This design comes from an exercise in tuning for small area and a short achievable clock period on the open sky130 flow, not from production work.
Power is estimated from default activity; no workload was simulated.

## job 5754
## pwm_block
module pwm_block (
    input  wire        clk,
    input  wire        rst,
    input  wire        fast_tick,
    input  wire        slow_tick,
    input  wire        cmd_valid,
    input  wire [31:0] cmd,
    output reg         rsp_valid,
    output reg  [2:0]  rsp_err,
    output reg  [31:0] rsp_data,
    output wire [5:0]  out
);
    reg        [31:0] fast_q;
    reg        [31:0] slow_q;
    reg               slow_pend_q;
    reg        [5:0]  out_q;
    reg               pwm_on_q;
    reg        [15:0] thr_q;
    reg        [7:0]  step_q;
    reg               dir_q;
    reg        [2:0]  sch_q;
    reg               stopreq_q;
    reg        [1:0]  mode_q;       
    reg               cancelled_q;
    reg               f_illop_q;
    reg               f_busy_q;
    reg               f_invch_q;
    reg               f_operand_q;
    assign out = out_q;
    wire [3:0] op    = cmd[31:28];
    wire [2:0] c_ch  = cmd[27:25];
    wire       c_b   = cmd[24];
    wire [7:0] c_s8  = cmd[23:16];
    wire z_imm = ~|cmd[15:0];
    wire z_s8  = ~|c_s8;
    wire z_ch  = ~|c_ch;
    wire op_rdf   = (op == 4'h1);
    wire op_rds   = (op == 4'h2);
    wire op_rstf  = (op == 4'h3);
    wire op_rsts  = (op == 4'h4);
    wire op_set   = (op == 4'h5);
    wire op_poll  = (op == 4'h6);
    wire op_load  = (op == 4'h7);
    wire op_estep = (op == 4'h8);
    wire op_glow  = (op == 4'h9);
    wire op_pulse = (op == 4'hA);
    wire op_canc  = (op == 4'hB);
    wire op_rdst  = (op == 4'hC);
    wire op_rdenv = (op == 4'hD);
    wire legal =
        ((op_rdf | op_rds | op_rstf | op_rsts | op_canc | op_rdst | op_rdenv) & z_ch & ~c_b & z_s8 & z_imm) |
        (op_set & z_s8 & z_imm) |
        ((op_poll | op_glow) & ~c_b & z_s8) |
        (op_load & z_ch) |
        ((op_estep | op_pulse) & ~c_b & z_s8 & z_imm);
    wire busy    = mode_q[0] | mode_q[1];
    wire ch_bad  = c_ch[2] & c_ch[1];
    wire imm_bad = cmd[15] | (|cmd[14:9]) | (cmd[8:0] > 9'd500);
    wire need_idle = op_rstf | op_rsts | op_set | op_poll | op_load | op_estep | op_glow | op_pulse;
  ...
Settings: LEC_CHECK=0, ABC_AREA=1, CAP_MARGIN=20, CORE_MARGIN=2, CORE_UTILIZATION=40, SLEW_MARGIN=20, BUFFER_PORTS_ARGS=-buffer_cell sky130_fd_sc_hd__buf_1, CTS_ARGS=-sink_clustering_enable -repair_clock_nets -dont_use_dummy_load -buf_list sky130_fd_sc_hd__clkbuf_8, SETUP_SLACK_MARGIN=7; clock period 12.0 ns.
standard.sh (not shown) runs the stock make flow with config.mk's settings and CLKGATE_MAP_FILE= SYNTH_SCRIPT=/design/flow/synth_recipe.tcl, a recipe that flattens the netlist after the stock synthesis.
==> flow/flow/run.sh <==
#!/bin/bash
# Layout flow: the standard ORFS flow (standard.sh) with these changes:
#  * synthesis is the standard synthesis script, except that ABC maps the
#    logic with the area-oriented script flow/abc.script (registers, their
#    names and cell types are untouched);
#  * ports are buffered with buf_1 cells instead of delay buffers;
#  * CTS uses the buffers in CTS_BUF_LIST without dummy loads.
# Each tool's output goes to the ORFS logs under orfs/logs and to flow_*.log here.
set -euo pipefail
W=$(pwd)
F=$W/flow

# synthesis script: synth_recipe.tcl sourcing a copy of ORFS synth.tcl whose
# abc call uses our script
sed "s#^  log_cmd abc {\*}\$abc_args#  log_cmd abc -script $F/abc.script {*}[lrange \$abc_args 2 end]#" \
    "$FLOW_HOME/scripts/synth.tcl" > "$W/my_synth.tcl"
grep -q "abc -script $F/abc.script" "$W/my_synth.tcl"
sed "s#source \$::env(SCRIPTS_DIR)/synth.tcl#source $W/my_synth.tcl#" "$W/synth_recipe.tcl" > "$W/my_synth_recipe.tcl"
grep -q "source $W/my_synth.tcl" "$W/my_synth_recipe.tcl"

cat "$F/extra.mk" >> "$W/config.mk"

sed "s#SYNTH_SCRIPT=[^ ]*synth_recipe.tcl#SYNTH_SCRIPT=$W/my_synth_recipe.tcl#" "$W/standard.sh" > "$W/my_standard.sh"
grep -q "SYNTH_SCRIPT=$W/my_synth_recipe.tcl" "$W/my_standard.sh"

bash "$W/my_standard.sh" > "$W/flow_make.log" 2>&1
==> flow/flow/abc.script <==
strash
&get -n
&dch
&nf
&put
==> flow/flow/extra.mk <==
export BUFFER_PORTS_ARGS = -buffer_cell sky130_fd_sc_hd__buf_1
export CTS_ARGS = -sink_clustering_enable -repair_clock_nets -dont_use_dummy_load -buf_list sky130_fd_sc_hd__clkbuf_8
export SETUP_SLACK_MARGIN = 7
Job 5754 reached the final stage; the timing, DRC and antenna checks on its layout passed.
Relative to job 5754, the following input files were edited for job 9781:
--- a/flow/design.v
+++ b/flow/design.v
@@ -7,25 +7,25 @@
     input  wire [31:0] cmd,
     output reg         rsp_valid,
     output reg  [2:0]  rsp_err,
     output reg  [31:0] rsp_data,
     output wire [5:0]  out
 );
     reg        [31:0] fast_q;
     reg        [31:0] slow_q;
     reg               slow_pend_q;
     reg        [5:0]  out_q;
     reg               pwm_on_q;
     reg        [15:0] thr_q;
-    reg        [7:0]  step_q;
+    reg        [7:0]  stepx_q;      
     reg               dir_q;
     reg        [2:0]  sch_q;
     reg               stopreq_q;
     reg        [1:0]  mode_q;       
     reg               cancelled_q;
     reg               f_illop_q;
     reg               f_busy_q;
     reg               f_invch_q;
     reg               f_operand_q;
     assign out = out_q;
     wire [3:0] op    = cmd[31:28];
     wire [2:0] c_ch  = cmd[27:25];
@@ -75,26 +75,27 @@
     wire a_load  = ok & op_load;
     wire a_estep = ok & op_estep;
     wire a_glow  = ok & op_glow;
     wire a_pulse = ok & op_pulse;
     wire a_canc  = ok & op_canc;
     wire fg      = ~cmd_valid & busy;
     wire fg_stop = fg & stopreq_q;
     wire fg_glow = fg & ~stopreq_q & mode_q[0];
     wire fg_env  = fg & ~stopreq_q & mode_q[1] & slow_pend_q;
     wire thr_neg = thr_q[15];
     wire thr_hi  = ~thr_q[15] & ((|thr_q[14:9]) | (thr_q[8:0] >= 9'd500));
     wire clamp   = thr_neg | thr_hi;
+    wire [7:0] step_q = stepx_q ^ {8{dir_q}};
     wire [9:0] ea = {1'b0, thr_q[8:0]};
-    wire [9:0] eb = {2'b0, step_q ^ {8{dir_q}}};
+    wire [9:0] eb = {2'b0, stepx_q};
     reg  [9:0] pg_g, pg_p, cy;
     reg  [9:0] gg, pp;
     integer m, n;
     always @(*) begin
         pg_g = ea & eb;
         pg_p = ea ^ eb;
         gg = pg_g;
         pp = pg_p;
         gg[0] = pg_g[0] | (pg_p[0] & dir_q);
         for (m = 1; m < 10; m = m * 2)
             for (n = 9; n >= m; n = n - 1) begin
                 gg[n] = gg[n] | (pp[n] & gg[n - m]);
@@ -123,36 +124,36 @@
             rn[1] = dp[k] ? r[0] : r[3];
             rn[2] = dp[k] ? r[3] : r[1];
             rn[3] = dp[k] ? r[1] : r[4];
             rn[4] = dp[k] ? r[4] : r[2];
             r = rn;
         end
     end
     wire [4:0] qn = {1'b0, qp[3:0]} + 5'd20 + {4'd0, r[4] & (v[1:0] != 2'b00)};
     wire [15:0] env_new = thr_hi  ? {11'd0, 2'b11, 2'b00, dir_q} :
                           thr_neg ? 16'd0 :
                           xneg    ? {{11{qn[4]}}, qn} :
                                     {10'd0, qp};
-    wire [7:0]  env_step_n = clamp ? 8'd1 : step_q;
+    wire [7:0]  env_stepx_n = clamp ? {{7{~dir_q}}, dir_q} : stepx_q;
     wire        env_dir_n  = dir_q ^ clamp;
     wire       do_env  = a_estep | fg_env;
     wire       do_poll = a_poll | do_env | fg_glow;
     wire [2:0] pch     = cmd_valid ? c_ch : sch_q;
     wire fz      = ~|fast_q[31:9];
     wire lt500   = fz & (fast_q[8:0] < 9'd500);
     wire gt500   = ~fz | (fast_q[8:0] > 9'd500);
     wire lt_imm  = fz & (fast_q[8:0] < cmd[8:0]);
     wire lt_raw  = fz & (fast_q[8:0] < thr_q[8:0]);
     wire lt_thr  = thr_hi ? lt500 : (~thr_neg & lt_raw);
-    wire lt      = (cmd_valid & op_poll) ? lt_imm : lt_thr;
+    wire lt      = a_poll ? lt_imm : lt_thr;
     wire set_on  = gt500 | (~pwm_on_q & lt);
     wire set_off = pwm_on_q & lt500;
     wire p_wr    = do_poll & (set_on | set_off);
     reg [31:0] fast_inc, slow_inc;
     reg [31:0] fc, sc;
     reg [7:0]  fg4, sg4;
     reg [8:0]  fC, sC;
     integer j;
     always @(*) begin
         for (j = 0; j < 8; j = j + 1) begin
             fg4[j] = &fast_q[4*j +: 4];
             sg4[j] = &slow_q[4*j +: 4];
@@ -206,25 +207,25 @@
     always @(posedge clk) begin
         rsp_err  <= err;
         rsp_data <= legal ? rd_data : 32'd0;
     end
     always @(posedge clk) begin
         if (rst) begin
             fast_q      <= 32'd0;
             slow_q      <= 32'd0;
             slow_pend_q <= 1'b0;
             out_q       <= 6'd0;
             pwm_on_q    <= 1'b0;
             thr_q       <= 16'd20;
-            step_q      <= 8'd1;
+            stepx_q     <= 8'd1;
             dir_q       <= 1'b0;
             sch_q       <= 3'd0;
             stopreq_q   <= 1'b0;
             mode_q      <= 2'd0;
             cancelled_q <= 1'b0;
             f_illop_q   <= 1'b0;
             f_busy_q    <= 1'b0;
             f_invch_q   <= 1'b0;
             f_operand_q <= 1'b0;
             rsp_valid   <= 1'b0;
         end else begin
             rsp_valid <= cmd_valid;
@@ -237,29 +238,29 @@
             out_q <= out_n;
             if (p_wr)
                 pwm_on_q <= set_on;
             else if (a_glow | a_pulse)
                 pwm_on_q <= 1'b0;
             if (a_load | a_glow)
                 thr_q <= cmd[15:0];
             else if (a_pulse)
                 thr_q <= 16'd20;
             else if (do_env)
                 thr_q <= env_new;
             if (a_load)
-                step_q <= c_s8;
-            else if (a_pulse)
-                step_q <= 8'd1;
+                stepx_q <= c_s8 ^ {8{c_b}};
+            else if (a_pulse)
+                stepx_q <= 8'd1;
             else if (do_env)
-                step_q <= env_step_n;
+                stepx_q <= env_stepx_n;
             if (a_load)
                 dir_q <= c_b;
             else if (a_pulse)
                 dir_q <= 1'b0;
             else if (do_env)
                 dir_q <= env_dir_n;
             if (a_glow | a_pulse)
                 sch_q <= c_ch;
             if (a_glow | a_pulse | fg_stop)
                 stopreq_q <= 1'b0;
             else if (a_canc & busy)
                 stopreq_q <= 1'b1;
==> comparison <==
| cell area | higher: job 9781 |
Share of cells above drive strength 1 was lower in the run labelled job 5754.
On worst-case setup margin in the final layout, job 5754 beats job 9781.
On clock transition time at the flip-flop clock pins of the worst setup and hold paths, job 9781 and job 5754 are neck and neck.
Global-route wire length before repair (job 9781 vs. job 5754) increases by more than 10%
[job 9781] synthesized area rose about 3% relative to job 5754
Between job 9781 and job 5754, it is job 9781 whose wire length is higher, by 12%.
[compare] base=job 5754 new=job 9781: total power increased by 17 uW relative to the old numbers; number of sequential cells in the layout closely matched the old numbers; maximum number of pins on one net before global-route repair increased by 8 relative to the old numbers; buffer and inverter count on the worst path decreased by 1 relative to the old numbers.
Cells: job 9781 has more instances than job 5754
Compared with job 5754, job 9781 shows die area that has gone up by a few percent.
Function was not checked in any run of this note: the RTL went through the layout flow alone.

-- re-timing with driven ports --
The results above use ideal ports. As a check the final layouts listed here were re-extracted and re-timed, cells and wires unchanged. Step 1 (the two cells are an assumption about what drives the block):
set clk [get_ports {clk}]
set_driving_cell -lib_cell sky130_fd_sc_hd__clkbuf_16 $clk
set_driving_cell -lib_cell sky130_fd_sc_hd__buf_2 [delete_from_list [all_inputs] $clk]
Step 2 adds t to the input delays and takes it off the output delays; t is the mean of the earliest and latest rising clock arrival at the registers after step 1. Input paths then give back, and output paths get back, about the clock's delay inside the block. Three values: ideal, step 1, step 2; two values: the first two.
run	t (ns)	setup WS [ns]	latest minus earliest clock arrival (ns)	slew at the worst register clock pin (ns)	worst slew at a driven data input, ns
job 5754	0.479	7.068 / 7.083 / 6.605	0.027 / 0.027	0.08 / 0.08	0.05
job 9781	0.479	6.988 / 6.988 / 6.533	0.028 / 0.027	0.08 / 0.08	0.05
After both steps every run listed still meets setup and hold. For job 5754, which loses most, drivers alone change the setup slack by +0.015 ns; drivers and shift together by -0.463 ns.
